Context: an optimization exercise on an open-source flow, tuned for small area. The choices shown serve that exercise and are no tape-out recipe. The RTL was checked by simulation tests, not by an equivalence proof against the original design. Power and IR drop assume default switching activity.

## kr_block
module kr_block (
    input  wire        clk,
    input  wire        rst_n,
    output wire [6:0]  row_n,
    input  wire [7:0]  col_n,
    input  wire        hs_valid,
    input  wire [31:0] hs_data,
    output wire [23:0] scan_status,
    output wire        svc_req,
    input  wire        svc_done,
    output wire        tx_req,
    output wire [7:0]  tx_p0,
    output wire [7:0]  tx_p1,
    output wire [7:0]  tx_p2,
    output wire [7:0]  tx_p3,
    input  wire        tx_done,
    input  wire        tx_ok,
    output wire        diag_valid,
    output wire [1:0]  diag_code,
    output wire [7:0]  diag_byte,
    output wire [23:0] tx_status
);
    wire       push, pop, popped, wfull, rempty;
    wire [5:0] push_pos, head, last;
    wire [7:0] wlevel, rlevel;
    wire       s_hs_done, s_halted;
    wire [1:0] s_fatal;
    wire [2:0] s_row;
    wire [7:0] s_lost;
    wire       t_halted, t_fatal, t_in_flight;
    wire [7:0] t_bad;
    kr_scanner u_scanner (
        .clk       (clk),
        .rst_n     (rst_n),
        .col_n     (col_n),
        .hs_valid  (hs_valid),
        .hs_data   (hs_data),
        .wfull     (wfull),
        .row_n     (row_n),
        .push      (push),
        .push_pos  (push_pos),
        .hs_done   (s_hs_done),
        .halted    (s_halted),
        .fatal     (s_fatal),
        .row_idx   (s_row),
        .lost_byte (s_lost)
    );
    kr_queue u_queue (
        .clk       (clk),
        .rst_n     (rst_n),
        .push      (push),
        .push_pos  (push_pos),
        .wfull     (wfull),
        .wlevel    (wlevel),
        .pop       (pop),
        .popped    (popped),
        .rempty    (rempty),
        .rlevel    (rlevel),
        .head      (head),
        .last      (last)
    );
    kr_transmitter u_tx (
        .clk          (clk),
        .rst_n        (rst_n),
        .svc_req      (svc_req),
        .svc_done     (svc_done),
        .tx_req       (tx_req),
        .tx_p0        (tx_p0),
        .tx_p1        (tx_p1),
        .tx_p2        (tx_p2),
        .tx_p3        (tx_p3),
        .tx_done      (tx_done),
        .tx_ok        (tx_ok),
        .diag_valid   (diag_valid),
        .diag_code    (diag_code),
        .diag_byte    (diag_byte),
        .rempty       (rempty),
        .head         (head),
  ...
clock: 25.0 ns
lec_check: 0
abc_area: 1
cap_margin: 0
core_margin: 2
core_utilization: 75
cts_buf_list: sky130_fd_sc_hd__clkbuf_8
cts_cluster_diameter: 80
cts_cluster_size: 16
slew_margin: 0
standard.sh (not shown) runs the stock make flow with config.mk's settings and CLKGATE_MAP_FILE= SYNTH_SCRIPT=/design/flow/synth_recipe.tcl, a recipe that flattens the netlist after the stock synthesis.
==> flow/flow/run.sh <==
#!/bin/bash
# The standard layout, with the port buffers made of the smallest
# buffer cell instead of the one the resizer picks by default.
set -euo pipefail
export BUFFER_PORTS_ARGS="-buffer_cell sky130_fd_sc_hd__buf_1"
bash standard.sh > standard.log 2>&1
Next try:
==> flow/run.sh (new file) <==
#!/bin/bash
# synth_recipe.tcl (not shown) runs the flow's synth.tcl, then flattens the netlist and writes it again
# the make line also repeats each setting of config.mk as NAME=value (left out here)
make -C /OpenROAD-flow-scripts/flow DESIGN_CONFIG=/design/flow/config.mk WORK_HOME=/design/flow/orfs CLKGATE_MAP_FILE= SYNTH_SCRIPT=/design/flow/synth_recipe.tcl finish
- CAP_MARGIN: 0 -> 20
- CORE_UTILIZATION: 75 -> 65
- CTS_BUF_LIST: sky130_fd_sc_hd__clkbuf_8 -> sky130_fd_sc_hd__clkbuf_16
- CTS_CLUSTER_DIAMETER: 80 -> 60
- CTS_CLUSTER_SIZE: 16 -> 30
- SLEW_MARGIN: 0 -> 20
removed: flow/flow/run.sh
removed: flow/standard.sh
Outcome:
- The new run ran to the end with no violations
- utilization fell by 7.1 points
- count of clock-buffer cells in the layout came out lower by 24
- register-to-register slack is better by 0.39 ns
- cell area rises by about 4.5%
- wire length fell by 0.73%
- setup slack loses 0.40 ns
Next try:
- CTS_BUF_LIST: sky130_fd_sc_hd__clkbuf_16 -> sky130_fd_sc_hd__clkbuf_8
- CTS_CLUSTER_DIAMETER: 60 -> 80
- CTS_CLUSTER_SIZE: 30 -> 16
What happened: Design area drops slightly; sequential power stays flat; global-route usage climbs by 0.15 points; power drops by a few percent; wire length drops slightly; synthesized area stays the same; worst setup slack loses 0.0094 ns; final cell count climbs slightly; clock power drops by about a fifth; via count barely changes.

========
## trial 24
Another version of the RTL of kr_block (not shown whole).
For scale: about 2900 cells after synthesis, ~970 flip-flops, ~150 I/O pins, about 30000 µm² of cells after synthesis.
// kr_block
module kr_block (
    input  wire        clk,
    input  wire        rst_n,
    output wire [6:0]  row_n,
    input  wire [7:0]  col_n,
    input  wire        hs_valid,
    input  wire [31:0] hs_data,
    output wire [23:0] scan_status,
    output wire        svc_req,
    input  wire        svc_done,
    output wire        tx_req,
    output wire [7:0]  tx_p0,
    output wire [7:0]  tx_p1,
    output wire [7:0]  tx_p2,
    output wire [7:0]  tx_p3,
    input  wire        tx_done,
    input  wire        tx_ok,
    output wire        diag_valid,
    output wire [1:0]  diag_code,
    output wire [7:0]  diag_byte,
    output wire [23:0] tx_status
);
    wire       push, pop, popped, wfull, rempty;
    wire [5:0] push_pos, head, last;
    wire [7:0] wlevel, rlevel;
    wire       s_hs_done, s_halted;
    wire [1:0] s_fatal;
    wire [2:0] s_row;
    wire [7:0] s_lost;
    wire       t_halted, t_fatal, t_in_flight;
    wire [7:0] t_bad;
    kr_scanner u_scanner (
        .clk       (clk),
        .rst_n     (rst_n),
        .col_n     (col_n),
  ...
export LEC_CHECK = 0
export ABC_AREA = 1
export CAP_MARGIN = 20
export CORE_MARGIN = 2
export CORE_UTILIZATION = 65
export CTS_BUF_LIST = sky130_fd_sc_hd__clkbuf_8
export CTS_CLUSTER_DIAMETER = 50
export CTS_CLUSTER_SIZE = 18
export SLEW_MARGIN = 20
create_clock -name core_clock -period 25.0 [get_ports {clk}]
==> flow/flow/run.sh <==
#!/bin/bash
# The standard layout, with the port buffers made of the smallest
# buffer cell instead of the one the resizer picks by default.
set -euo pipefail
export BUFFER_PORTS_ARGS="-buffer_cell sky130_fd_sc_hd__buf_1"
bash standard.sh > standard.log 2>&1
Trial 24: full flow OK, the timing, DRC and antenna checks passed
Edits applied to the flow inputs when going from trial 24 to build 58:
- changing CTS_CLUSTER_SIZE from 18 to 16
- changing CTS_CLUSTER_DIAMETER from 50 to 80
==> comparison <==
Trial 24 and build 58 ended up with nearly the same final net count. Trial 24 and build 58 ended up with nearly the same wire length of the first global-routing pass. Cmp trial 24 and build 58 / clock-pin slew of the registers on the worst-case setup and hold paths / higher: trial 24. Post-detailed-routing wire length, build 58 vs trial 24: down slightly. Relative to trial 24, setup slack has decreased by 0.0096 ns in build 58. The sequential share of layout area of build 58 exceeds that of trial 24 by 0.46 points. Compared to trial 24, build 58 has core utilization 0.49 points lower.

========
## run 1
kr_block, a different RTL version from the one above (not shown whole).
For scale: ~31,000 sq um of cells after synthesis.
## kr_block
module kr_block (
    input  wire        clk,
    input  wire        rst_n,
    output wire [6:0]  row_n,
    input  wire [7:0]  col_n,
    input  wire        hs_valid,
    input  wire [31:0] hs_data,
    output wire [23:0] scan_status,
    output wire        svc_req,
    input  wire        svc_done,
    output wire        tx_req,
    output wire [7:0]  tx_p0,
    output wire [7:0]  tx_p1,
    output wire [7:0]  tx_p2,
    output wire [7:0]  tx_p3,
    input  wire        tx_done,
    input  wire        tx_ok,
    output wire        diag_valid,
    output wire [1:0]  diag_code,
    output wire [7:0]  diag_byte,
    output wire [23:0] tx_status
);
Settings: LEC_CHECK=0, ABC_AREA=1, CAP_MARGIN=20, CORE_MARGIN=2, CORE_UTILIZATION=65, CTS_BUF_LIST=sky130_fd_sc_hd__clkbuf_4, SLEW_MARGIN=20; clock period 25.0 ns.
run.sh (not shown) runs the stock make flow with config.mk's settings and CLKGATE_MAP_FILE= SYNTH_SCRIPT=/design/flow/synth_recipe.tcl, a recipe that flattens the netlist after the stock synthesis.
Stock flow here: none of the scripts above is used.
Run 1 was carried through to the last stage, and its layout satisfied the timing, DRC and antenna checks.
Changes in run 2 relative to run 1:
--- a/flow/config.mk
+++ b/flow/config.mk
@@ -6,8 +6,6 @@
 export NUM_CORES = 4
 export LEC_CHECK = 0
-export ABC_AREA = 1
 export CAP_MARGIN = 20
 export CORE_MARGIN = 2
-export CORE_UTILIZATION = 65
-export CTS_BUF_LIST = sky130_fd_sc_hd__clkbuf_4
+export CORE_UTILIZATION = 40
 export SLEW_MARGIN = 20
--- outcome ---
- In summary, run 2 completed successfully, with a layout that passed the timing, DRC and antenna checks.
- Against run 1, run 2 comes in 25 points lower on initial standard-cell utilization of the core.
- Run 2 reports a higher post-route worst hold slack than run 1 does.
- Clock share of power, run 1 and run 2, lower one = run 1.
- The higher global-route usage came out of run 1.
- In the tables for run 1 and run 2, setup slack reads higher with run 1.
- Re number of buffers inserted during clock tree synthesis: run 1 was higher than run 2.
- As of run 2, routed metal-1 wire length had risen by more than a quarter compared to run 1.
- Run 2 vs. run 1: area of the die now sits higher, count of plain and timing-repair buffers now sits higher.
- Comparing sequential share of layout area for run 1 and run 2, the smaller number came from run 2.
- Higher total met2 wirelength after detailed routing goes to run 2 over run 1.
For run 3, these inputs were changed with respect to run 2:
--- a/flow/config.mk
+++ b/flow/config.mk
@@ -6,6 +6,7 @@
 export NUM_CORES = 4
 export LEC_CHECK = 0
+export ABC_AREA = 1
 export CAP_MARGIN = 20
 export CORE_MARGIN = 2
-export CORE_UTILIZATION = 40
+export CORE_UTILIZATION = 65
 export SLEW_MARGIN = 20
### Flow results
Status | run 3 and run 2 | clean
Run 3 vs run 2: synthesized cell count up in run 3
Number of placement rows went down by more than 10% going from run 2 to run 3.
Run 3 vs run 2 — sequential cell area fraction in the yosys report rose 1.5 points.
Comparing run 3 with run 2, the hold slack came out essentially unchanged.
Relative to run 2, proportion of total power due to net switching has gone up in run 3.
In run 3, area fraction in compound gates after synthesis is lower than in run 2.
Compared to run 2, the routing of run 3 uses less wire.
Looking at run 3 and run 2, the count of port buffers added during placement is a wash.
Non-clock buffer count, run 3 and run 2: smaller value in run 3

==> what the ideal ports hide <==
The flow's constraints put no driver on any port. The routed layouts listed below were extracted and timed again, unchanged, in two steps. Step 1, drivers: a clkbuf_16 drives clk and a buf_2 each remaining input, both assumed. Step 2 moves the port delays by t, midway between the first and last clock arrival at a register: inputs arrive t later, outputs are due t later. That takes back most of the time a late clock gives input paths. a / b / c = ideal / step 1 / step 2; a / b = the first two.
| run | t, ns | setup WS [ns] | hold WS [ns] | latest minus earliest clock arrival (ns) | worst register clock-pin slew, ns |
|---|---|---|---|---|---|
| the first run of note 1 | 0.710 | 10.009 / 9.983 / 9.983 | 0.318 / 0.318 / 0.318 | 0.042 / 0.042 | 0.12 / 0.12 |
| the second run of note 1 | 0.667 | 9.606 / 9.582 / 9.582 | 0.316 / 0.316 / 0.316 | 0.042 / 0.042 | 0.11 / 0.11 |
| the third run of note 1 | 0.730 | 9.597 / 9.572 / 9.572 | 0.310 / 0.310 / 0.310 | 0.049 / 0.049 | 0.12 / 0.12 |
| trial 24 | 0.736 | 10.266 / 10.243 / 10.243 | 0.323 / 0.323 / 0.323 | 0.030 / 0.029 | 0.11 / 0.11 |
| build 58 | 0.722 | 10.256 / 10.234 / 10.234 | 0.313 / 0.313 / 0.313 | 0.054 / 0.053 | 0.12 / 0.12 |
| run 1 | 1.051 | 9.213 / 9.180 / 9.180 | 0.259 / 0.259 / 0.259 | 0.087 / 0.086 | 0.08 / 0.08 |
| run 2 | 0.706 | 7.117 / 7.095 / 7.095 | 0.309 / 0.309 / 0.309 | 0.028 / 0.027 | 0.08 / 0.08 |
| run 3 | 0.696 | 9.167 / 9.136 / 9.136 | 0.308 / 0.308 / 0.308 | 0.027 / 0.028 | 0.07 / 0.07 |
After both steps every run listed still meets setup and hold. The setup slack of run 1, which loses most, moves by -0.033 ns with the drivers and by -0.033 ns with both steps.
